This is an optimization exercise on Yosys and OpenROAD, whose aim is small area, a short achievable clock period and few clock cycles, not a production implementation.
Only simulation tests tie the RTL to the original design; equivalence was not proved.
Power and IR drop assume default switching activity.

File: design/flow/run.sh
#!/bin/bash
# synth_recipe.tcl (not shown) runs the flow's synth.tcl, then flattens the netlist and writes it again
# the make line also repeats each setting of config.mk as NAME=value (left out here)
make -C /OpenROAD-flow-scripts/flow DESIGN_CONFIG=/design/flow/config.mk WORK_HOME=/design/flow/orfs CLKGATE_MAP_FILE= SYNTH_SCRIPT=/design/flow/synth_recipe.tcl finish
File: design/flow/config.mk
export PLATFORM = sky130hd
export DESIGN_NAME = cfc
export DESIGN_NICKNAME = cfc
export VERILOG_FILES = /design/flow/design.v
export SDC_FILE = /design/flow/constraint.sdc
export NUM_CORES = 4
export LEC_CHECK = 0
export CAP_MARGIN = 20
export CORE_MARGIN = 2
export CORE_UTILIZATION = 40
export SETUP_SLACK_MARGIN = 4
export SLEW_MARGIN = 20
File: design/flow/constraint.sdc
create_clock -name core_clock -period 8.0 [get_ports {clk}]
set_input_delay 1.6000 -clock core_clock [delete_from_list [all_inputs] [get_ports {clk}]]
set_output_delay 1.6000 -clock core_clock [all_outputs]
set_load 0.01 [all_outputs]
File: design/flow/design.v
module cfc_ecc_name (
    input  wire [4:0] seg,
    output reg  [4:0] name     
);
    always @(*) begin
        case (seg)
            5'h02: name = 5'd1;    
            5'h03: name = 5'd2;    
            5'h04: name = 5'd3;    
            5'h05: name = 5'd4;    
            5'h06: name = 5'd5;    
            5'h07: name = 5'd6;    
            5'h08: name = 5'd7;    
            5'h09: name = 5'd8;    
            5'h0A: name = 5'd9;    
            5'h0B: name = 5'd10;   
            5'h0C: name = 5'd11;   
            5'h0D: name = 5'd12;   
            5'h0E: name = 5'd13;   
            5'h0F: name = 5'd14;   
            5'h11: name = 5'd15;   
            5'h12: name = 5'd16;   
            5'h13: name = 5'd17;   
            5'h16: name = 5'd18;   
            5'h17: name = 5'd19;   
            5'h18: name = 5'd20;   
            5'h19: name = 5'd21;   
            5'h1A: name = 5'd22;   
            5'h1B: name = 5'd23;   
            5'h1C: name = 5'd24;   
            default: name = 5'd0;  
        endcase
    end
endmodule
module cfc_alc_decode (
    input  wire [4:0] bitno,
    output reg  [1:0] field,   
    output reg  [4:0] idbit    
);
    always @(*) begin
        field = 2'd0;
        idbit = 5'd0;
        if (bitno <= 5'd10) begin
            idbit = 5'd28 - bitno;
        end else if (bitno == 5'd11) begin
            field = 2'd1;
        end else if (bitno == 5'd12) begin
            field = 2'd2;
        end else if (bitno == 5'd31) begin
            field = 2'd3;
        end else begin
            idbit = 5'd30 - bitno;
        end
    end
endmodule
module cfc_classify (
    input  wire [7:0] sr,
    input  wire [7:0] ewlr,
    input  wire [7:0] rxerr,
    input  wire [7:0] txerr,
    output reg  [1:0] cls      
);
    always @(*) begin
        if (sr[7] || txerr == 8'd255)
            cls = 2'd3;
        else if (rxerr[7] || txerr[7])
            cls = 2'd2;
        else if (rxerr >= ewlr || txerr >= ewlr)
            cls = 2'd1;
        else
            cls = 2'd0;
    end
endmodule
module cfc (
    input  wire         clk,
    input  wire         rst,            
    input  wire         cmd_valid,
    output wire         cmd_ready,
    input  wire [7:0]   cmd_word,
    input  wire         cmd_fmt,        
    input  wire [31:0]  cmd_id,         
    input  wire         cmd_rtr,
    input  wire [3:0]   cmd_dlc,
    input  wire [3:0]   cmd_len,
    input  wire [63:0]  cmd_data,
    input  wire [7:0]   cmd_mode,       
    input  wire [103:0] cmd_image,      
    input  wire [7:0]   cmd_byte,       
    input  wire [31:0]  cmd_cls,        
    input  wire [7:0]   cmd_index,      
    output wire         rsp_valid,
    output wire [3:0]   rsp_result,
    output wire         rsp_frame_some,
    output wire         rsp_fmt,
    output wire [28:0]  rsp_id,
    output wire         rsp_rtr,
    output wire [3:0]   rsp_dlc,
    output reg  [63:0]  rsp_data,
    output wire [103:0] rsp_image,
    output reg  [12:0]  rsp_image_wr,
    output wire [11:0]  rsp_status,
    output wire [7:0]   rsp_mode,
    output wire         rsp_ecc_cap_some,
    output wire [7:0]   rsp_ecc_cap,
    output wire         rsp_alc_cap_some,
    output wire [7:0]   rsp_alc_cap,
    output wire [1:0]   rsp_ecc_errc,
    output wire         rsp_ecc_dir,
    output wire [4:0]   rsp_ecc_seg,
    output wire [4:0]   rsp_ecc_name,
    output wire [4:0]   rsp_alc_bitno,
    output wire [1:0]   rsp_alc_field,
    output wire [4:0]   rsp_alc_idbit,
    output wire [1:0]   rsp_cls,
    output wire [7:0]   rsp_byte,
    output wire         ev_valid,
    output reg  [1:0]   ev_kind,        
    output wire [11:0]  ev_status,
    output wire         ev_completed,
    output wire         cs,
    output wire         bus_req,
    output reg          bus_we,
    output reg  [6:0]   bus_addr,
    output reg  [7:0]   bus_wdata,
    input  wire         bus_ready,
    input  wire [7:0]   bus_rdata,
    input  wire         bus_noresp,
    output wire         reset_pulse
);
    localparam [3:0] OP_TRANSMIT    = 4'h1,
                     OP_TRANSMIT_SS = 4'h2,
                     OP_ABORT       = 4'h3,
                     OP_TRY_RECEIVE = 4'h4,
                     OP_HANDLE_INT  = 4'h5,
                     OP_SET_MODE    = 4'h6,
                     OP_ACK_EVENTS  = 4'h7,
                     OP_READ_STATUS = 4'h8,
                     OP_RESET       = 4'h9,
                     OP_ENCODE      = 4'hA,
                     OP_DECODE      = 4'hB,
                     OP_DECODE_ECC  = 4'hC,
                     OP_DECODE_ALC  = 4'hD,
                     OP_CLASSIFY    = 4'hE,
                     OP_TX_READBACK = 4'hF;
    localparam [2:0] R_OK              = 3'd0,
                     R_TRANSMIT_BUSY   = 3'd1,
                     R_DEV_NOT_RESP    = 3'd2,
                     R_BUS_OFF         = 3'd3,
                     R_NOT_OPERATING   = 3'd4,
                     R_INVALID_FRAME   = 3'd5,
                     R_ILLEGAL_COMMAND = 3'd6,
                     R_INVALID_OPERAND = 3'd7;
    localparam [1:0] CLS_ACTIVE = 2'd0, CLS_WARNING = 2'd1,
                     CLS_PASSIVE = 2'd2, CLS_BUS_OFF = 2'd3;
    localparam [1:0] EV_STATUS = 2'd0, EV_FRAME = 2'd1,
                     EV_TXDONE = 2'd2, EV_WAKE  = 2'd3;
    localparam [4:0] P_TX_BUF   = 5'd0,
                     P_TX_CMD   = 5'd1,
                     P_ABORT    = 5'd2,
                     P_READBACK = 5'd3,
                     P_RX_SR    = 5'd4,
                     P_RX_BUF   = 5'd5,
                     P_RX_RMC   = 5'd6,
                     P_RX_RRB   = 5'd7,
                     P_RX_CDO   = 5'd8,
                     P_HI_IR    = 5'd9,
                     P_HI_ECC   = 5'd10,
                     P_HI_ALC   = 5'd11,
                     P_HI_SR    = 5'd12,
                     P_HI_EWLR  = 5'd13,
                     P_HI_RXERR = 5'd14,
                     P_HI_TXERR = 5'd15,
                     P_HI_TI    = 5'd16;
    reg        initialized, msg_waiting, bus_on, tx_busy, err_warning;
    reg        data_overrun, err_passive, arb_lost, bus_error;
    reg [1:0]  bus_class;
    reg        mode_rm, mode_lom, mode_stm, mode_sm;
    reg        ecc_valid, alc_valid;
    reg [7:0]  ecc_cap, alc_cap;
    reg        dev_fault;
    wire [11:0] status_word = {dev_fault, bus_class, bus_error, arb_lost,
                               err_passive, data_overrun, err_warning,
                               tx_busy, bus_on, msg_waiting, initialized};
    wire [7:0]  mode_byte = {3'b000, mode_sm, 1'b0, mode_stm, mode_lom, mode_rm};
    reg        acc;             
    reg        evph;            
    reg [4:0]  phase;
    reg [3:0]  k;               
    reg        op_ss;           
    reg [2:0]  res;             
    reg        fsome;           
    reg        img_fmt, img_rtr;
    reg [3:0]  img_dlc;
    reg [95:0] img_b;           
    reg [7:0]  byte_q;          
    reg [1:0]  cls_q;
    reg        ir_alc, ir_cls, ir_ri, ir_ti;    
    reg        sr7_q, rxp_q, rxw_q;             
    reg        rmc_q;                           
    reg        done_bit;
    reg        chg;             
    reg        pd_done, pd_wake, pd_frame;      
    reg        rp, rpw;         
    wire multi = (pd_done & (pd_wake | pd_frame | chg)) |
                 (pd_wake & (pd_frame | chg)) | (pd_frame & chg);
    wire last  = ~multi & ~rpw;
    assign cmd_ready   = ~acc & ~(evph & ~last);
    assign rsp_valid   = evph & last;
    assign rsp_result  = {1'b0, res};
    assign ev_valid    = evph & (pd_done | pd_wake | pd_frame | chg);
    always @(*) begin
        if (pd_done)       ev_kind = EV_TXDONE;
        else if (pd_wake)  ev_kind = EV_WAKE;
        else if (pd_frame) ev_kind = EV_FRAME;
        else               ev_kind = EV_STATUS;
    end
    assign ev_status    = status_word;
    assign ev_completed = done_bit;
    assign reset_pulse  = rp;
    assign cs           = acc;
    assign bus_req      = acc;
    wire [7:0] b1 = img_b[7:0];
    wire [7:0] b2 = img_b[15:8];
    wire [7:0] b3 = img_b[23:16];
    wire [7:0] b4 = img_b[31:24];
    assign rsp_frame_some = fsome;
    assign rsp_fmt  = img_fmt;
    assign rsp_rtr  = img_rtr;
    assign rsp_dlc  = img_dlc;
    assign rsp_id   = img_fmt ? {b1, b2, b3, b4[7:3]} : {18'd0, b1, b2[7:5]};
    integer i;
    always @(*) begin
        for (i = 0; i < 8; i = i + 1)
            rsp_data[8*i +: 8] = img_fmt ? img_b[8*(4+i) +: 8] : img_b[8*(2+i) +: 8];
    end
    assign rsp_image = {img_b, img_fmt, img_rtr, 2'b00, img_dlc};
    wire [3:0] nbytes = (img_fmt ? 4'd5 : 4'd3) + (img_rtr ? 4'd0 : img_dlc);
    always @(*) begin
        for (i = 0; i < 13; i = i + 1)
            rsp_image_wr[i] = (i < nbytes);
    end
    assign rsp_status       = status_word;
    assign rsp_mode         = mode_byte;
    assign rsp_ecc_cap_some = ecc_valid;
    assign rsp_ecc_cap      = ecc_cap;
    assign rsp_alc_cap_some = alc_valid;
    assign rsp_alc_cap      = alc_cap;
    assign rsp_ecc_errc  = byte_q[7:6];
    assign rsp_ecc_dir   = byte_q[5];
    assign rsp_ecc_seg   = byte_q[4:0];
    cfc_ecc_name u_ecc (.seg(byte_q[4:0]), .name(rsp_ecc_name));
    assign rsp_alc_bitno = byte_q[4:0];
    cfc_alc_decode u_alc (.bitno(byte_q[4:0]), .field(rsp_alc_field), .idbit(rsp_alc_idbit));
    assign rsp_cls  = cls_q;
    assign rsp_byte = byte_q;
    wire [7:0] img_k = (k == 4'd0) ? {img_fmt, img_rtr, 2'b00, img_dlc}
                                   : img_b[8*(k-4'd1) +: 8];
    always @(*) begin
        bus_we    = 1'b0;
        bus_addr  = 7'd0;
        bus_wdata = 8'd0;
        case (phase)
            P_TX_BUF:   begin bus_we = 1'b1; bus_addr = {3'b001, k}; bus_wdata = img_k; end
            P_TX_CMD:   begin bus_we = 1'b1; bus_addr = 7'd1;
                              bus_wdata = {3'b000, mode_stm, 2'b00, op_ss, ~mode_stm}; end
            P_ABORT:    begin bus_we = 1'b1; bus_addr = 7'd1; bus_wdata = 8'h02; end
            P_READBACK: bus_addr = {3'b110, k};
            P_RX_SR:    bus_addr = 7'd2;
            P_RX_BUF:   bus_addr = {3'b001, k};
            P_RX_RMC:   bus_addr = 7'd29;
            P_RX_RRB:   begin bus_we = 1'b1; bus_addr = 7'd1; bus_wdata = 8'h04; end
            P_RX_CDO:   begin bus_we = 1'b1; bus_addr = 7'd1; bus_wdata = 8'h08; end
            P_HI_IR:    bus_addr = 7'd3;
            P_HI_ECC:   bus_addr = 7'd12;
            P_HI_ALC:   bus_addr = 7'd11;
            P_HI_SR:    bus_addr = 7'd2;
            P_HI_EWLR:  bus_addr = 7'd13;
            P_HI_RXERR: bus_addr = 7'd14;
            P_HI_TXERR: bus_addr = 7'd15;
            P_HI_TI:    bus_addr = 7'd2;
            default:    bus_addr = 7'd0;
        endcase
    end
    wire       acpt  = cmd_valid & cmd_ready;
    wire [3:0] cw    = cmd_word[3:0];
    wire       legal = (cmd_word[7:4] == 4'h0) && (cw != 4'h0);
    wire wf = (cmd_fmt ? (cmd_id[31:29] == 3'd0) : (cmd_id[31:11] == 21'd0)) &
              (cmd_dlc <= 4'd8) &
              (cmd_rtr ? (cmd_len == 4'd0) : (cmd_len == cmd_dlc));
    reg [95:0] enc_b;
    always @(*) begin
        if (cmd_fmt) begin
            enc_b[7:0]   = cmd_id[28:21];
            enc_b[15:8]  = cmd_id[20:13];
            enc_b[23:16] = cmd_id[12:5];
            enc_b[31:24] = {cmd_id[4:0], 3'b000};
            enc_b[95:32] = cmd_data;
        end else begin
            enc_b[7:0]   = cmd_id[10:3];
            enc_b[15:8]  = {cmd_id[2:0], 5'b00000};
            enc_b[79:16] = cmd_data;
            enc_b[95:80] = cmd_data[63:48];
        end
    end
    function [3:0] clamp8(input [3:0] d);
        clamp8 = (d > 4'd8) ? 4'd8 : d;
    endfunction
    wire [1:0] cmd_class;
    cfc_classify u_cls_cmd (
        .sr(cmd_cls[7:0]), .ewlr(cmd_cls[15:8]), .rxerr(cmd_cls[23:16]),
        .txerr(cmd_cls[31:24]), .cls(cmd_class)
    );
    wire       tx_bo = sr7_q | (bus_rdata == 8'd255);
    wire       tx_ps = rxp_q | bus_rdata[7];
    wire       tx_wn = rxw_q | (bus_rdata >= byte_q);
    wire [1:0] int_class = tx_bo ? CLS_BUS_OFF : tx_ps ? CLS_PASSIVE :
                           tx_wn ? CLS_WARNING : CLS_ACTIVE;
    reg        initialized_n, msg_waiting_n, bus_on_n, tx_busy_n, err_warning_n;
    reg        data_overrun_n, err_passive_n, arb_lost_n, bus_error_n;
    reg [1:0]  bus_class_n;
    reg        mode_rm_n, mode_lom_n, mode_stm_n, mode_sm_n;
    reg        ecc_valid_n, alc_valid_n, dev_fault_n;
    reg [7:0]  ecc_cap_n, alc_cap_n;
    reg        acc_n, evph_n, op_ss_n, fsome_n;
    reg [4:0]  phase_n;
    reg [3:0]  k_n;
    reg [2:0]  res_n;
    reg        img_fmt_n, img_rtr_n;
    reg [3:0]  img_dlc_n;
    reg [95:0] img_b_n;
    reg [7:0]  byte_q_n;
    reg [1:0]  cls_q_n;
    reg        ir_alc_n, ir_cls_n, ir_ri_n, ir_ti_n;
    reg        sr7_q_n, rxp_q_n, rxw_q_n, rmc_q_n, done_bit_n;
    reg        chg_n, pd_done_n, pd_wake_n, pd_frame_n, rp_n, rpw_n;
    reg        no_chg;         
    wire [10:0] status_n = {bus_class_n, bus_error_n, arb_lost_n,
                            err_passive_n, data_overrun_n, err_warning_n,
                            tx_busy_n, bus_on_n, msg_waiting_n, initialized_n};
    wire last_byte = (k != 4'd0) && (k == nbytes - 4'd1);
    task automatic hi_after_cls(input ri, input ti);
        begin
            if (ri)
                msg_waiting_n = 1'b1;
            if (ti)
                phase_n = P_HI_TI;
            else
                end_access;
        end
    endtask
    task automatic hi_after_ecc(input alc, input cls, input ri, input ti);
        begin
            if (alc) begin
                arb_lost_n = 1'b1;
                phase_n    = P_HI_ALC;
            end else if (cls)
                phase_n = P_HI_SR;
            else
                hi_after_cls(ri, ti);
        end
    endtask
    task automatic end_access;
        begin
            acc_n  = 1'b0;
            evph_n = 1'b1;
        end
    endtask
    task automatic clear_state;
        begin
            initialized_n  = 1'b0;
            msg_waiting_n  = 1'b0;
            bus_on_n       = 1'b0;
            tx_busy_n      = 1'b0;
            err_warning_n  = 1'b0;
            data_overrun_n = 1'b0;
            err_passive_n  = 1'b0;
            arb_lost_n     = 1'b0;
            bus_error_n    = 1'b0;
            bus_class_n    = CLS_ACTIVE;
            mode_rm_n      = 1'b1;
            mode_lom_n     = 1'b0;
            mode_stm_n     = 1'b0;
            mode_sm_n      = 1'b0;
            ecc_valid_n    = 1'b0;
            alc_valid_n    = 1'b0;
            dev_fault_n    = 1'b0;
        end
    endtask
    always @(*) begin
        initialized_n  = initialized;
        msg_waiting_n  = msg_waiting;
        bus_on_n       = bus_on;
        tx_busy_n      = tx_busy;
        err_warning_n  = err_warning;
        data_overrun_n = data_overrun;
        err_passive_n  = err_passive;
        arb_lost_n     = arb_lost;
        bus_error_n    = bus_error;
        bus_class_n    = bus_class;
        mode_rm_n      = mode_rm;
        mode_lom_n     = mode_lom;
        mode_stm_n     = mode_stm;
        mode_sm_n      = mode_sm;
        ecc_valid_n    = ecc_valid;
        alc_valid_n    = alc_valid;
        dev_fault_n    = dev_fault;
        ecc_cap_n      = ecc_cap;
        alc_cap_n      = alc_cap;
        acc_n          = acc;
        evph_n         = evph;
        op_ss_n        = op_ss;
        fsome_n        = fsome;
        phase_n        = phase;
        k_n            = k;
        res_n          = res;
        img_fmt_n      = img_fmt;
        img_rtr_n      = img_rtr;
        img_dlc_n      = img_dlc;
        img_b_n        = img_b;
        byte_q_n       = byte_q;
        cls_q_n        = cls_q;
        ir_alc_n       = ir_alc;
        ir_cls_n       = ir_cls;
        ir_ri_n        = ir_ri;
        ir_ti_n        = ir_ti;
        sr7_q_n        = sr7_q;
        rxp_q_n        = rxp_q;
        rxw_q_n        = rxw_q;
        rmc_q_n        = rmc_q;
        done_bit_n     = done_bit;
        chg_n          = chg;
        pd_done_n      = pd_done;
        pd_wake_n      = pd_wake;
        pd_frame_n     = pd_frame;
        rp_n           = 1'b0;
        rpw_n          = rpw;
        no_chg         = 1'b0;
        if (evph) begin
            if (rpw) begin
                rpw_n = 1'b0;
                rp_n  = 1'b1;
            end else if (pd_done)
                pd_done_n = 1'b0;
            else if (pd_wake)
                pd_wake_n = 1'b0;
            else if (pd_frame)
                pd_frame_n = 1'b0;
            else
                chg_n = 1'b0;
            if (last)
                evph_n = 1'b0;
        end
        if (acpt) begin
            if (cw == OP_DECODE) begin
                img_fmt_n = cmd_image[7];
                img_rtr_n = cmd_image[6];
                img_dlc_n = clamp8(cmd_image[3:0]);
                img_b_n   = cmd_image[103:8];
            end else begin
                img_fmt_n = cmd_fmt;
                img_rtr_n = cmd_rtr;
                img_dlc_n = cmd_dlc;
                img_b_n   = enc_b;
            end
            byte_q_n = cmd_byte;
            cls_q_n  = cmd_class;
            op_ss_n  = (cw == OP_TRANSMIT_SS);
            k_n      = (cw == OP_TX_READBACK) ? cmd_index[3:0] : 4'd0;
            fsome_n  = (cw == OP_DECODE);
            phase_n  = P_TX_BUF;
            chg_n      = 1'b0;
            pd_done_n  = 1'b0;
            pd_wake_n  = 1'b0;
            pd_frame_n = 1'b0;
            rpw_n      = 1'b0;
            res_n      = R_OK;
            acc_n      = 1'b0;
            evph_n     = 1'b1;
            if (!legal) begin
                res_n = R_ILLEGAL_COMMAND;
            end else begin
                case (cw)
                OP_TRANSMIT, OP_TRANSMIT_SS: begin
                    if (dev_fault)
                        res_n = R_DEV_NOT_RESP;
                    else if (!wf)
                        res_n = R_INVALID_FRAME;
                    else if (bus_class == CLS_BUS_OFF)
                        res_n = R_BUS_OFF;
                    else if (mode_rm || mode_lom || mode_sm)
                        res_n = R_NOT_OPERATING;
                    else if (tx_busy)
                        res_n = R_TRANSMIT_BUSY;
                    else begin
                        acc_n   = 1'b1;
                        evph_n  = 1'b0;
                        phase_n = P_TX_BUF;
                    end
                end
                OP_ABORT: begin
                    if (dev_fault)
                        res_n = R_DEV_NOT_RESP;
                    else if (tx_busy) begin
                        acc_n   = 1'b1;
                        evph_n  = 1'b0;
                        phase_n = P_ABORT;
                    end
                end
                OP_TRY_RECEIVE: begin
                    if (dev_fault)
                        res_n = R_DEV_NOT_RESP;
                    else if (mode_rm)
                        res_n = R_NOT_OPERATING;
                    else begin
                        acc_n   = 1'b1;
                        evph_n  = 1'b0;
                        phase_n = P_RX_SR;
                    end
                end
                OP_HANDLE_INT: begin
                    if (dev_fault)
                        res_n = R_DEV_NOT_RESP;
                    else begin
                        acc_n   = 1'b1;
                        evph_n  = 1'b0;
                        phase_n = P_HI_IR;
                    end
                end
                OP_SET_MODE: begin
                    if (dev_fault)
                        res_n = R_DEV_NOT_RESP;
                    else if (cmd_mode[7:5] != 3'b000)
                        res_n = R_INVALID_OPERAND;
                    else begin
                        mode_rm_n  = cmd_mode[0];
                        mode_lom_n = cmd_mode[1];
                        mode_stm_n = cmd_mode[2];
                        mode_sm_n  = cmd_mode[4];
                        tx_busy_n  = 1'b0;
                        if (!cmd_mode[0]) begin
                            initialized_n = 1'b1;
                            bus_on_n      = 1'b1;
                            if (bus_class == CLS_BUS_OFF)
                                bus_class_n = CLS_ACTIVE;
                        end else begin
                            bus_on_n = 1'b0;
                        end
                    end
                end
                OP_ACK_EVENTS: begin
                    arb_lost_n  = 1'b0;
                    bus_error_n = 1'b0;
                end
                OP_RESET: begin
                    clear_state;
                    no_chg = 1'b1;
                    if (rp)
                        rpw_n = 1'b1;
                    else
                        rp_n  = 1'b1;
                end
                OP_ENCODE: begin
                    if (!wf)
                        res_n = R_INVALID_FRAME;
                end
                OP_TX_READBACK: begin
                    if (dev_fault)
                        res_n = R_DEV_NOT_RESP;
                    else if (cmd_index > 8'd12)
                        res_n = R_INVALID_OPERAND;
                    else begin
                        acc_n   = 1'b1;
                        evph_n  = 1'b0;
                        phase_n = P_READBACK;
                    end
                end
                default: ;
                endcase
            end
        end else if (acc && bus_ready) begin
            if (bus_noresp) begin
                dev_fault_n = 1'b1;
                res_n       = R_DEV_NOT_RESP;
                pd_done_n   = 1'b0;
                pd_wake_n   = 1'b0;
                pd_frame_n  = 1'b0;
                end_access;
            end else begin
                case (phase)
                P_TX_BUF: begin
                    if (last_byte) begin
                        tx_busy_n = 1'b1;
                        phase_n   = P_TX_CMD;
                    end else
                        k_n = k + 4'd1;
                end
                P_TX_CMD, P_ABORT: end_access;
                P_READBACK: begin
                    byte_q_n = bus_rdata;
                    end_access;
                end
                P_RX_SR: begin
                    if (!bus_rdata[0]) begin
                        msg_waiting_n = 1'b0;
                        end_access;
                    end else begin
                        fsome_n = 1'b1;
                        phase_n = P_RX_BUF;
                    end
                end
                P_RX_BUF: begin
                    if (k == 4'd0) begin
                        img_fmt_n = bus_rdata[7];
                        img_rtr_n = bus_rdata[6];
                        img_dlc_n = clamp8(bus_rdata[3:0]);
                    end else
                        img_b_n[8*(k-4'd1) +: 8] = bus_rdata;
                    if (last_byte)
                        phase_n = P_RX_RMC;
                    else
                        k_n = k + 4'd1;
                end
                P_RX_RMC: begin
                    rmc_q_n = (bus_rdata[4:0] > 5'd1);
                    phase_n = P_RX_RRB;
                end
                P_RX_RRB: begin
                    msg_waiting_n = rmc_q;
                    pd_frame_n    = 1'b1;
                    if (data_overrun)
                        phase_n = P_RX_CDO;
                    else
                        end_access;
                end
                P_RX_CDO: begin
                    data_overrun_n = 1'b0;
                    end_access;
                end
                P_HI_IR: begin
                    ir_alc_n  = bus_rdata[6];
                    ir_cls_n  = bus_rdata[5] | bus_rdata[2];
                    ir_ri_n   = bus_rdata[0];
                    ir_ti_n   = bus_rdata[1];
                    pd_wake_n = bus_rdata[4];
                    if (bus_rdata[3])
                        data_overrun_n = 1'b1;
                    if (bus_rdata[7]) begin
                        bus_error_n = 1'b1;
                        phase_n     = P_HI_ECC;
                    end else
                        hi_after_ecc(bus_rdata[6], bus_rdata[5] | bus_rdata[2],
                                     bus_rdata[0], bus_rdata[1]);
                end
                P_HI_ECC: begin
                    ecc_cap_n   = bus_rdata;
                    ecc_valid_n = 1'b1;
                    hi_after_ecc(ir_alc, ir_cls, ir_ri, ir_ti);
                end
                P_HI_ALC: begin
                    alc_cap_n   = bus_rdata;
                    alc_valid_n = 1'b1;
                    if (ir_cls)
                        phase_n = P_HI_SR;
                    else
                        hi_after_cls(ir_ri, ir_ti);
                end
                P_HI_SR: begin
                    sr7_q_n = bus_rdata[7];
                    phase_n = P_HI_EWLR;
                end
                P_HI_EWLR: begin
                    byte_q_n = bus_rdata;
                    phase_n  = P_HI_RXERR;
                end
                P_HI_RXERR: begin
                    rxp_q_n = bus_rdata[7];
                    rxw_q_n = (bus_rdata >= byte_q);
                    phase_n = P_HI_TXERR;
                end
                P_HI_TXERR: begin
                    if (int_class == CLS_BUS_OFF) begin
                        bus_class_n   = CLS_BUS_OFF;
                        bus_on_n      = 1'b0;
                        err_warning_n = 1'b0;
                        err_passive_n = 1'b0;
                        mode_rm_n     = 1'b1;
                    end else if (bus_class != CLS_BUS_OFF) begin
                        bus_class_n   = int_class;
                        err_warning_n = (int_class == CLS_WARNING);
                        err_passive_n = (int_class == CLS_PASSIVE);
                    end
                    hi_after_cls(ir_ri, ir_ti);
                end
                P_HI_TI: begin
                    tx_busy_n  = 1'b0;
                    done_bit_n = bus_rdata[3];
                    pd_done_n  = 1'b1;
                    end_access;
                end
                default: end_access;
                endcase
            end
        end
        if (!no_chg && (status_n != status_word[10:0]))
            chg_n = 1'b1;
    end
    always @(posedge clk) begin
        if (rst) begin
            initialized  <= 1'b0;
            msg_waiting  <= 1'b0;
            bus_on       <= 1'b0;
            tx_busy      <= 1'b0;
            err_warning  <= 1'b0;
            data_overrun <= 1'b0;
            err_passive  <= 1'b0;
            arb_lost     <= 1'b0;
            bus_error    <= 1'b0;
            bus_class    <= CLS_ACTIVE;
            mode_rm      <= 1'b1;
            mode_lom     <= 1'b0;
            mode_stm     <= 1'b0;
            mode_sm      <= 1'b0;
            ecc_valid    <= 1'b0;
            alc_valid    <= 1'b0;
            dev_fault    <= 1'b0;
            acc          <= 1'b0;
            evph         <= 1'b0;
            chg          <= 1'b0;
            pd_done      <= 1'b0;
            pd_wake      <= 1'b0;
            pd_frame     <= 1'b0;
            rp           <= 1'b0;
            rpw          <= 1'b0;
        end else begin
            initialized  <= initialized_n;
            msg_waiting  <= msg_waiting_n;
            bus_on       <= bus_on_n;
            tx_busy      <= tx_busy_n;
            err_warning  <= err_warning_n;
            data_overrun <= data_overrun_n;
            err_passive  <= err_passive_n;
            arb_lost     <= arb_lost_n;
            bus_error    <= bus_error_n;
            bus_class    <= bus_class_n;
            mode_rm      <= mode_rm_n;
            mode_lom     <= mode_lom_n;
            mode_stm     <= mode_stm_n;
            mode_sm      <= mode_sm_n;
            ecc_valid    <= ecc_valid_n;
            alc_valid    <= alc_valid_n;
            dev_fault    <= dev_fault_n;
            acc          <= acc_n;
            evph         <= evph_n;
            chg          <= chg_n;
            pd_done      <= pd_done_n;
            pd_wake      <= pd_wake_n;
            pd_frame     <= pd_frame_n;
            rp           <= rp_n;
            rpw          <= rpw_n;
        end
        ecc_cap  <= ecc_cap_n;
        alc_cap  <= alc_cap_n;
        op_ss    <= op_ss_n;
        fsome    <= fsome_n;
        phase    <= phase_n;
        k        <= k_n;
        res      <= res_n;
        img_fmt  <= img_fmt_n;
        img_rtr  <= img_rtr_n;
        img_dlc  <= img_dlc_n;
        img_b    <= img_b_n;
        byte_q   <= byte_q_n;
        cls_q    <= cls_q_n;
        ir_alc   <= ir_alc_n;
        ir_cls   <= ir_cls_n;
        ir_ri    <= ir_ri_n;
        ir_ti    <= ir_ti_n;
        sr7_q    <= sr7_q_n;
        rxp_q    <= rxp_q_n;
        rxw_q    <= rxw_q_n;
        rmc_q    <= rmc_q_n;
        done_bit <= done_bit_n;
    end
endmodule
==> results of run 1 <==
## worst min-delay path by stage
stage / start / endpoint
after floorplan: mode_sm$_SDFFE_PP0P_ / mode_sm$_SDFFE_PP0P_
after global placement: alc_valid$_SDFFE_PP0P_ / alc_valid$_SDFFE_PP0P_
after detailed placement: ecc_valid$_SDFFE_PP0P_ / ecc_valid$_SDFFE_PP0P_
after CTS: mode_lom$_SDFFE_PP0P_ / mode_lom$_SDFFE_PP0P_
after global routing: mode_lom$_SDFFE_PP0P_ / mode_lom$_SDFFE_PP0P_
final: ecc_valid$_SDFFE_PP0P_ / ecc_valid$_SDFFE_PP0P_
## critical path, delay by kind of cell, from the launching register on
family,cells,cell delay [ns]
AND/OR/NAND/NOR,4,0.99
AO/OA/AOI/OAI,2,0.55
buffers and inverters,2,0.40
flip-flops,1,0.37
## sequential cells by signal, indices dropped and copies added (netlist names), 2 cells and up
name and count:
k 4, rsp_ecc_name 5, img_b 96, bus_class 2
ecc_cap 8, alc_cap 8, byte_q 8, cls_q 2
img_dlc 4, phase 5, res 3
## timing repair
action	4_1_cts	5_1_grt
gates cloned	7	4
endpoints found under the setup margin	286	203
resized for setup	229	107
pin swaps	25	26
setup buffers	70	23
## cell usage after synthesis, types with 41 or more instances
library cell,n,area (sq um)
sky130_fd_sc_hd__nand2_1,179,672
sky130_fd_sc_hd__edfxtp_1,151,4530
sky130_fd_sc_hd__nor2_1,140,526
sky130_fd_sc_hd__a21oi_1,126,631
sky130_fd_sc_hd__mux2i_1,105,1050
sky130_fd_sc_hd__clkbuf_1,96,360
sky130_fd_sc_hd__o21ai_0,95,475
sky130_fd_sc_hd__mux2_2,84,946
sky130_fd_sc_hd__buf_4,56,420
sky130_fd_sc_hd__ha_1,51,638
sky130_fd_sc_hd__inv_1,45,169
sky130_fd_sc_hd__nand3_1,45,225
sky130_fd_sc_hd__and2_1,43,269
sky130_fd_sc_hd__a31oi_1,41,257
## kinds of logic (layout without fill, tap and decap cells)
kind of cell / Yosys count / after routing / synth area share (%)
multiplexers: 211 / 211 / 15.9
buffers and inverters: 234 / 806 / 7.08
flip-flops: 182 / 182 / 32.9
other: 1 / 8 / 0.0240
AND/OR/NAND/NOR: 573 / 576 / 17.8
AO/OA/AOI/OAI: 487 / 487 / 20.6
adder cells (fa/ha/maj): 54 / 54 / 4.33
XOR/XNOR: 22 / 23 / 1.33
## metrics by stage
stage | utilization (%) | total power (uW) | area (sq um) | setup WS (ns)
3_5_place_dp | 56.0 | 2410 | 21600 | 2.30
2_1_floorplan | - | 1760 | 15700 | 4.00
6_report | 62.1 | 3510 | 24000 | 3.64
4_1_cts | 60.6 | 3400 | 23400 | 3.70
3_3_place_gp | 56.0 | 2400 | 21600 | 2.46
5_1_grt | 62.1 | 3600 | 24000 | 3.58
## layer usage
layer	GRT usage [%]	share of wire [%]
met4	17.7	5.4
met2	63.8	47
met5	0	0.016
met1	48.2	37
met3	8.19	10
## power groups by stage
stage | logic [uW] | registers (uW) | clock network [uW]
floorplan | 564 | 1190 | 0
global placement | 1150 | 1250 | 0
detailed placement | 1160 | 1250 | 0
CTS | 1320 | 1220 | 855
global route | 1480 | 1220 | 892
finish | 1420 | 1230 | 858
## area by class of cell
type,count,area share [%]
Timing Repair inverter,1,0.0365
Tap cell,518,2.70
Multi-Input combinational cell,1358,42.3
Timing Repair Buffer,726,30.2
Inverter,48,0.928
Clock buffer,17,1.77
Antenna cell,1,0.0104
Clock inverter,14,0.558
Sequential cell,182,21.5
==> results.ini, run 1 <==
[cts]
hold_buffers=0
clkSlewWorstSetupHoldPaths_ns=0.07
cts_max_path_buffers=2
cts_tree=built
clock_latency_ns=0.47
root_buffer=sky130_fd_sc_hd__clkbuf_16
cts.htree.levels=4
cts_made_buffers=17
cts.sink_count=182

[timing]
totalNegativeSetupSlack_ns=0
setup_viol=0
final.period_utilization_pct=54.6
max_clock_freq_ghz=0.229
layout_min_cycle_time_ns=4.36
final_max_slew_viol_count=0
max-slew-margin-rel_pct=21.9
timing.hold.ws_ns=0.507
rsz0062_at_grt=yes
worst_pin_slew_ns=1.16
fin_worst_skew_ns=0.0223
timing.final.hold_violations=0

[cells_and_area]
layout_common_cells=556 x sky130_fd_sc_hd__clkdlybuf4s50_1, 171 x sky130_fd_sc_hd__nand2_1, 151 x sky130_fd_sc_hd__edfxtp_1, 131 x sky130_fd_sc_hd__nor2_1, 112 x sky130_fd_sc_hd__a21oi_1
fillerInstances=3320
seqCellArea_sq_um=5150
area_growth_syn_to_layout_pct=53.3
area_taken_by_multi_input_logic_gates_sq_um=10200
instances_no_fill=2865
final_nets=2673
leading_cell_type_in_the_layout_fill_and_taps_excluded=sky130_fd_sc_hd__clkdlybuf4s50_1
layout-drive-gt1-share_pct=17.9

[route]
drt_iter0_drc=2029
wl_per_cell_um=29.0
vias_post_dr=17800
wl_um=83000
ant_nets=0
detail_route.first_pass.iterations=6
post_detailed_route_drc_marker_count=0
vias_per_cell=6.23

[power_and_ir_drop]
power_per_cell_area_nw_per_um2=146
ir_drop_mv=0.101
clock_power_share_pct=24.5
internal-power_uw=2230
total_leakage_power_uw=0.00894
power.switching_fraction_pct=36.4
p_seq_share_pct=35.0
power.share.combinational_pct=40.5
power.net_switching_uw=1270

[floorplanning]
die_h_um=202
floorplan.initialDensity_pct=40.5
die_area_sq_um=40700
design.portCount=618
design.core.area_sq_um=38600
die_w_um=202
floorplan.rows=72

[logic_synthesis]
dominantRegCellSynth=sky130_fd_sc_hd__edfxtp_1
synth_cells=1764
syn-cell-area_sq_um=15700
yosysWarnings=4
synth-seq-cells=182
synth_enable_flop_cells=151
synth_area_per_cell_sq_um=8.87
synth.distinct_cells=85
yosysSeqAreaShare_pct=32.9
asyncSetResetFlopFracSynth_pct=0

[worst_setup_path]
crit_path_start_kind=register
required_time_of_the_worst_setup_path_ns=6.40
worst_reg2reg_setup_slack_ns=4.01
slowest_stage_cell_cp=sky130_fd_sc_hd__edfxtp_1
end_kind=output pin
setup.worst_path.end=bus_wdata[4]
rr_worst_depth=14
setup_cp_type=register to output pin
worst_r2r_endpoint=img_b[79]$_DFFE_PP_
reg2reg_from=k[0]$_DFFE_PP_
timing.critical_path.slowest_cell_delay_ns=0.37
setup.worst_path.start=phase[3]$_DFFE_PP_
arrival_ns=2.76
cp_max_fo=36
critical_path.cell_chain=buf_4, nor2_2, nand2_1, nor2_1, nand3_4, a221oi_1, a32o_2, buf_6

[worst_hold_path]
timing.hold.worst.class=register to register
timing.hold.worst_path_depth=2

[global_routing]
grt_first_pass_wirelength_um=116000
antenna_found_initial=3
grt-ovfl-total=0
first_global_vias=16800
grt.total_usage_pct=38.5
grt_max_degree=108

[job]
drv.max_cap_violation_count=0

[place]
dp_hpwl_um=59700
numPlacedInstances=2729
gp_routability_congestion=0.932
io_buffer_count=600

[outcome]
run_status=finished clean

Testbench counts, summed over its fixed seeds: cycles 93,800.
==> run 2, diff against run 1 <==
--- a/design/flow/config.mk
+++ b/design/flow/config.mk
@@ -10,3 +10,3 @@
 export CORE_UTILIZATION = 40
-export SETUP_SLACK_MARGIN = 4
+export SETUP_SLACK_MARGIN = 5
 export SLEW_MARGIN = 20
==> results.ini, run 2 <==
[worst_setup_path]
setup_cp_type=register to output pin
reg2reg_from=k[0]$_DFFE_PP_
crit_path_start_kind=register
end_kind=output pin
slowest_stage_cell_cp=sky130_fd_sc_hd__edfxtp_1
arrival_ns=2.75  ; about the same
timing.critical_path.slowest_cell_delay_ns=0.46  ; +0.09 ns
cp_max_fo=6  ; -83%
critical_path.cell_chain=clkinvlp_4, ha_4, buf_6, mux4_2, a22oi_2, nor2_1, a31oi_1, nor2_1, buf_4
cp_num_buf_inv=3  ; +1
rr_worst_depth=15  ; +1
worst_r2r_endpoint=img_b[2]$_DFFE_PP_
timing.critical_path.max_delay_family=buffers and inverters
dominant_cell_type_by_count_on_the_critical_path=sky130_fd_sc_hd__nor2_1
worst_reg2reg_setup_slack_ns=4.01  ; about the same
setup.worst_path.start=k[0]$_DFFE_PP_
required_time_of_the_worst_setup_path_ns=6.40  ; about the same

[timing]
timing.final.hold_violations=0  ; unchanged
max_clock_freq_ghz=0.230  ; +0.23%
max-slew-margin-rel_pct=27.5  ; +5.6 points
final.period_utilization_pct=54.4  ; -0.12 points
fin_worst_skew_ns=0.0150  ; -0.00725 ns
setup_viol=0  ; unchanged
layout_min_cycle_time_ns=4.35  ; -0.00989 ns
fin_worst_setup_slack_ns=3.65  ; +0.00989 ns
final_max_slew_viol_count=0  ; unchanged
totalNegativeSetupSlack_ns=0  ; unchanged
rsz0062_at_grt=yes
worst_pin_slew_ns=1.09  ; -0.0739 ns

[global_routing]
grt.total_usage_pct=44.6  ; +6.0 points
first_global_vias=19300  ; +15%
grt-ovfl-total=0  ; unchanged
grt_max_degree=58  ; -46%
antenna_found_initial=5  ; +2
grt_first_pass_wirelength_um=133000  ; +15%

[place]
place_worst_setup_slack_ns=2.85  ; +0.544 ns
dp_hpwl_um=59900  ; +0.34%
numPlacedInstances=2727  ; -0.073%
io_buffer_count=600  ; unchanged
gp_routability_congestion=0.977  ; +4.8%

[route]
drt_iter0_drc=3012  ; +48%
vias_post_dr=20400  ; +14%
ant_nets=0  ; unchanged
vias_per_cell=6.39  ; +2.6%
post_detailed_route_drc_marker_count=0  ; unchanged
wl_per_cell_um=30.1  ; +4.0%
detail_route.first_pass.iterations=7  ; +1
wl_um=96300  ; +16%

[floorplanning]
design.portCount=618  ; unchanged
die_h_um=202  ; unchanged
die_area_sq_um=40700  ; unchanged
design.core.area_sq_um=38600  ; unchanged
floorplan.initialDensity_pct=40.5  ; unchanged
floorplan.rows=72  ; unchanged
die_w_um=202  ; unchanged

[logic_synthesis]
yosysWarnings=4  ; unchanged
synthMostInstantiatedCell=sky130_fd_sc_hd__nand2_1
synth.distinct_cells=85  ; unchanged
synth_top_area_share_pct=29.0  ; unchanged
syn-cell-area_sq_um=15700  ; unchanged
synth_cells=1764  ; unchanged
synth-seq-cells=182  ; unchanged
synth_area_per_cell_sq_um=8.87  ; unchanged
yosysSeqAreaShare_pct=32.9  ; unchanged
post-synth-top-area-cell=sky130_fd_sc_hd__edfxtp_1
synth_area_leaders=sky130_fd_sc_hd__edfxtp_1 29%, sky130_fd_sc_hd__mux2i_1 6.7%, sky130_fd_sc_hd__mux2_2 6.0%
most_frequent_cells_after_synthesis=179 x sky130_fd_sc_hd__nand2_1, 151 x sky130_fd_sc_hd__edfxtp_1, 140 x sky130_fd_sc_hd__nor2_1
synth_enable_flop_cells=151  ; unchanged
asyncSetResetFlopFracSynth_pct=0  ; unchanged
dominantRegCellSynth=sky130_fd_sc_hd__edfxtp_1

[outcome]
run_status=finished clean

[cts]
clock_latency_ns=0.46  ; about the same
cts.sink_count=182  ; unchanged
cts_max_path_buffers=2  ; unchanged
root_buffer=sky130_fd_sc_hd__clkbuf_16
cts.htree.levels=4  ; unchanged
cts_made_buffers=17  ; unchanged
cts_tree=built
clkSlewWorstSetupHoldPaths_ns=0.08  ; about the same

[worst_hold_path]
hold-path-endpoint=initialized$_SDFF_PP0_
timing.hold.worst_path_depth=2  ; unchanged
timing.hold.worst.class=register to register
hp-start=initialized$_SDFF_PP0_

[power_and_ir_drop]
total_power_uw=3960  ; +13%
power_per_cell_area_nw_per_um2=138  ; -5.3%
total_leakage_power_uw=0.0118  ; +32%
ir_drop_mv=0.104  ; +3.5%

[cells_and_area]
fillerInstances=2711  ; -18%
instances_no_fill=3195  ; +12%
fin_util_pct=74.1  ; +12 points
final_nets=2996  ; +12%
layout-drive-gt1-share_pct=42.0  ; +24 points
layout_common_cells=272 x sky130_fd_sc_hd__buf_4, 255 x sky130_fd_sc_hd__clkdlybuf4s50_1, 223 x sky130_fd_sc_hd__buf_6, 151 x sky130_fd_sc_hd__edfxtp_1, 150 x sky130_fd_sc_hd__nand2_1
regMostFlops=img_b
leading_cell_type_in_the_layout_fill_and_taps_excluded=sky130_fd_sc_hd__buf_4
number_of_flip_flops_in_the_largest_register=96  ; unchanged
area_growth_syn_to_layout_pct=82.9

[job]
drv.max_cap_violation_count=0  ; unchanged

[run 2: layout make-up]
type | count | area (sq um) | share of cell area (%)
timing repair buffer | 1041 | 10400 | 36.4
tap | 518 | 648 | 2.26
clock buffer | 17 | 425 | 1.49
antenna | 7 | 17.5 | 0.0612
clock inverter | 15 | 181 | 0.634
inverter | 48 | 243 | 0.848
sequential | 182 | 5200 | 18.2
timing repair inverter | 3 | 26.3 | 0.0918
multi-input combinational | 1364 | 11500 | 40.0
[run 2: stage by stage]
step	hold WS, ns	cell area (sq um)
3_3_place_gp	0.474	22100
5_1_grt	0.507	28600
4_1_cts	0.498	27200
2_1_floorplan	0.459	16500
3_5_place_dp	0.492	22100
6_report	0.496	28600
[run 2: power by group]
| part | internal [uW] | leakage, uW | switching, uW |
|---|---|---|---|
| logic | 949 | 0.00974 | 941 |
| registers | 1100 | 0.00173 | 61.9 |
| clock network | 452 | 0.000301 | 461 |
| total | 2500 | 0.0118 | 1460 |
[run 2: worst max path at each step]
stage | depth (start not counted) | to
floorplan | 11 | bus_wdata[5]
global placement | 8 | img_b[11]$_DFFE_PP_
detailed placement | 12 | img_b[39]$_DFFE_PP_
CTS | 7 | bus_wdata[4]
global route | 9 | bus_wdata[5]
finish | 9 | bus_wdata[5]
[run 2: worst register-to-register path, cell delays in order, from the launching register on]
cell and delay (ns):
sky130_fd_sc_hd__edfxtp_1 0.46, sky130_fd_sc_hd__clkinvlp_4 0.17, sky130_fd_sc_hd__buf_4 0.18, sky130_fd_sc_hd__ha_4 0.21, sky130_fd_sc_hd__buf_4 0.17, sky130_fd_sc_hd__xnor2_4 0.22
sky130_fd_sc_hd__buf_6 0.15, sky130_fd_sc_hd__nand3_1 0.08, sky130_fd_sc_hd__ha_1 0.32, sky130_fd_sc_hd__or4_4 0.50, sky130_fd_sc_hd__nor3_4 0.23, sky130_fd_sc_hd__o21ai_4 0.11
sky130_fd_sc_hd__nor4b_2 0.26, sky130_fd_sc_hd__and2_4 0.30, sky130_fd_sc_hd__mux2i_1 0.22, sky130_fd_sc_hd__o21ai_0 0.13
[run 2: logic make-up (layout without fill, tap and decap cells)]
family,count (synthesis),after routing,synth area share [%]
simple gates,573,581,17.8
xor+xnor,22,24,1.33
flops,182,182,32.9
compound gates,487,487,20.6
fa+ha+maj,54,54,4.33
buf+inv,234,1124,7.08
other cells,1,14,0.0240
mux,211,211,15.9
[run 2: routing by layer]
metal  wire [um]  global-route usage [%]  part of all wire (%)
met1       32600                    52.9                    34
met2       44000                    71.9                    46
met3       11900                    11.9                    12
met4        7770                    27.8                   8.1
met5           0                       0                     0
[run 2: what timing repair did]
action / in CTS / in global routing
gates cloned: 32 / 3
hold buffers: 0 / 0
resized for setup: 1446 / 230
setup buffers: 323 / 71
setup endpoints to repair: 595 / 419
pin swaps: 103 / 90
==> run 3, diff against run 2 <==
--- a/design/flow/config.mk
+++ b/design/flow/config.mk
@@ -10,3 +10,2 @@
 export CORE_UTILIZATION = 40
-export SETUP_SLACK_MARGIN = 5
 export SLEW_MARGIN = 20
==> results.ini, run 3 <==
[outcome]
run_status=finished clean

[floorplanning]
die_w_um=202  ; unchanged
design.core.area_sq_um=38600  ; unchanged
die_h_um=202  ; unchanged
design.portCount=618  ; unchanged
die_area_sq_um=40700  ; unchanged
floorplan.rows=72  ; unchanged
floorplan.initialDensity_pct=40.5  ; unchanged

[logic_synthesis]
most_frequent_cells_after_synthesis=179 x sky130_fd_sc_hd__nand2_1, 151 x sky130_fd_sc_hd__edfxtp_1, 140 x sky130_fd_sc_hd__nor2_1
asyncSetResetFlopFracSynth_pct=0  ; unchanged
synth.distinct_cells=85  ; unchanged
synthMostInstantiatedCell=sky130_fd_sc_hd__nand2_1
synth-seq-cells=182  ; unchanged
post-synth-top-area-cell=sky130_fd_sc_hd__edfxtp_1
dominantRegCellSynth=sky130_fd_sc_hd__edfxtp_1
synth_area_per_cell_sq_um=8.87  ; unchanged
synth_top_area_share_pct=29.0  ; unchanged
synth_area_leaders=sky130_fd_sc_hd__edfxtp_1 29%, sky130_fd_sc_hd__mux2i_1 6.7%, sky130_fd_sc_hd__mux2_2 6.0%
syn-cell-area_sq_um=15700  ; unchanged
yosysSeqAreaShare_pct=32.9  ; unchanged
synth_enable_flop_cells=151  ; unchanged
yosysWarnings=4  ; unchanged
synth_cells=1764  ; unchanged

[timing]
rsz0062_at_grt=no
max-slew-margin-rel_pct=24.0  ; -3.5 points
timing.final.hold_violations=0  ; unchanged
max_clock_freq_ghz=0.165  ; -28%
fin_worst_skew_ns=0.0183  ; +0.00326 ns
setup_viol=0  ; unchanged
worst_pin_slew_ns=1.13  ; +0.0427 ns
final_max_slew_viol_count=0  ; unchanged
totalNegativeSetupSlack_ns=0  ; unchanged
final.period_utilization_pct=75.6  ; +21 points
layout_min_cycle_time_ns=6.05  ; +1.69 ns

[place]
io_buffer_count=600  ; unchanged
gp_routability_congestion=0.988  ; +1.1%
dp_hpwl_um=59200  ; -1.1%
numPlacedInstances=2731  ; +0.15%

[power_and_ir_drop]
ir_drop_mv=0.150  ; +43%
total_power_uw=3340  ; -16%
p_seq_share_pct=37.1  ; +7.8 points
power.switching_fraction_pct=35.6  ; -1.3 points
power_per_cell_area_nw_per_um2=150  ; +8.2%
clock_power_share_pct=27.7  ; +4.7 points
internal-power_uw=2150  ; -14%
power.share.combinational_pct=35.2  ; -13 points
total_leakage_power_uw=0.00808  ; -31%
power.net_switching_uw=1190  ; -19%

[cts]
cts_resized=0  ; -100%
clkSlewWorstSetupHoldPaths_ns=0.08  ; about the same
cts.htree.levels=4  ; unchanged
root_buffer=sky130_fd_sc_hd__clkbuf_16
cts_max_path_buffers=2  ; unchanged
post_cts_repair_timing_setup_buffer_count=0  ; -100%
cts_tree=built
clock_latency_ns=0.46  ; about the same
cts.sink_count=182  ; unchanged
hold_buffers=0  ; unchanged
cts_made_buffers=17  ; unchanged

[worst_setup_path]
arrival_ns=4.45  ; +1.70 ns
cp_max_fo=14  ; +8
crit_path_start_kind=register
end_kind=output pin
setup_cp_type=register to output pin
required_time_of_the_worst_setup_path_ns=6.40  ; about the same

[global_routing]
grt.total_usage_pct=36.1  ; -8.4 points
grt-ovfl-total=0  ; unchanged
antenna_found_initial=4  ; -1
grt_first_pass_wirelength_um=109000  ; -18%
first_global_vias=16000  ; -17%
grt_max_degree=76  ; +31%

[cells_and_area]
final_nets=2571  ; -14%
layout-drive-gt1-share_pct=8.82  ; -33 points
instances_no_fill=2765  ; -13%
regMostFlops=img_b
leading_cell_type_in_the_layout_fill_and_taps_excluded=sky130_fd_sc_hd__clkdlybuf4s50_1
number_of_flip_flops_in_the_largest_register=96  ; unchanged
area_growth_syn_to_layout_pct=42.4
layout_common_cells=599 x sky130_fd_sc_hd__clkdlybuf4s50_1, 178 x sky130_fd_sc_hd__nand2_1, 151 x sky130_fd_sc_hd__edfxtp_1, 140 x sky130_fd_sc_hd__nor2_1, 126 x sky130_fd_sc_hd__a21oi_1

[route]
detail_route.first_pass.iterations=8  ; +1
post_detailed_route_drc_marker_count=0  ; unchanged
vias_post_dr=16900  ; -17%
wl_per_cell_um=27.8  ; -7.9%
ant_nets=0  ; unchanged
wl_um=76800  ; -20%
vias_per_cell=6.13  ; -4.2%
drt_iter0_drc=1846  ; -39%

[job]
drv.max_cap_violation_count=0  ; unchanged

[worst_hold_path]
timing.hold.worst.class=register to register

[run 3: cell type report]
| class | instances | area (sq um) |
|---|---|---|
| Fill cell | 3447 | 16400 |
| Multi-Input combinational cell | 1354 | 9440 |
| Timing Repair Buffer | 629 | 6220 |
| Sequential cell | 182 | 5150 |
| Tap cell | 518 | 648 |
| Clock buffer | 17 | 425 |
| Clock inverter | 15 | 205 |
| Inverter | 48 | 183 |
| Antenna cell | 2 | 5.00 |
[run 3: path summary, 6_finish.rpt]
path,startpoint,endpoint,slack [ns],cells after the start
worst max-delay path,k[0]$_DFFE_PP_,bus_wdata[1],1.95,8
worst min-delay path,mode_sm$_SDFFE_PP0P_,mode_sm$_SDFFE_PP0P_,0.49,2
worst max register to register,k[0]$_DFFE_PP_,img_b[35]$_DFFE_PP_,2.50,12
worst min register to register,mode_sm$_SDFFE_PP0P_,mode_sm$_SDFFE_PP0P_,0.49,2
[run 3: through the flow]
stage	util [%]	hold slack [ns]	area, sq um	setup WS (ns)
floorplan	-	0.459	15700	2.62
global placement	56.0	0.469	21600	2.60
detailed placement	56.0	0.479	21600	2.58
CTS	57.6	0.492	22300	2.09
global route	57.6	0.518	22300	1.84
finish	57.7	0.489	22300	1.95
[run 3: kinds of logic (layout without fill, tap and decap cells)]
| family | after synthesis | count (layout) | synth area share, % |
|---|---|---|---|
| mux | 211 | 211 | 15.9 |
| simple gates | 573 | 573 | 17.8 |
| xor+xnor | 22 | 22 | 1.33 |
| buf+inv | 234 | 709 | 7.08 |
| flops | 182 | 182 | 32.9 |
| other cells | 1 | 9 | 0.0240 |
| fa+ha+maj | 54 | 54 | 4.33 |
| compound gates | 487 | 487 | 20.6 |
[run 3: per-layer routing]
layer,GRT usage (%),share of wire (%),routed length (um)
met5,0,0.010,8
met4,14.0,4.3,3300
met3,7.14,9.0,6930
met2,60.5,48,36600
met1,46.0,39,29900
[run 3: power by group through the flow]
| stage | sequential (uW) | combinational, uW | clock, uW |
|---|---|---|---|
| 4_1_cts | 1230 | 1160 | 928 |
| 3_5_place_dp | 1250 | 1150 | 0 |
| 6_report | 1240 | 1170 | 925 |
| 5_1_grt | 1240 | 1240 | 958 |
| 2_1_floorplan | 1200 | 560 | 0 |
| 3_3_place_gp | 1250 | 1150 | 0 |
[run 3: critical path, stage by stage (launching register included)]
cell and delay [ns]:
sky130_fd_sc_hd__edfxtp_1 0.92, sky130_fd_sc_hd__inv_1 0.34, sky130_fd_sc_hd__ha_1 0.36, sky130_fd_sc_hd__xor2_1 0.79, sky130_fd_sc_hd__nand2_1 0.13, sky130_fd_sc_hd__a21oi_1 0.27, sky130_fd_sc_hd__a31oi_1 0.08, sky130_fd_sc_hd__o21ai_0 0.44
sky130_fd_sc_hd__clkdlybuf4s50_1 0.67

==> static timing again, ports no longer ideal <==
How much do the figures lean on ideal ports? The routed layouts below were timed once more, with nothing changed but the port constraints. Step 1: set_driving_cell puts a clkbuf_16 on clk and a buf_2 on each other input, an assumption about the parent block. Step 2 moves the port delays by t, midway between the first and last clock arrival at a register: inputs arrive t later, outputs are due t later. That takes back most of the time a late clock gives input paths. a / b / c = no drivers / after step 1 / after step 2; a / b = the first two.
run	t, ns	setup slack, ns	worst slew at a driven data input, ns
run 1	0.524	3.635 / 3.571 / 3.541	0.14
run 2	0.513	3.645 / 3.588 / 4.006	0.18
run 3	0.508	1.951 / 1.889 / 2.397	0.15
After both steps setup and hold are still met in every run listed. For run 1, which loses most, drivers alone change the setup slack by -0.064 ns; drivers and shift together by -0.094 ns.
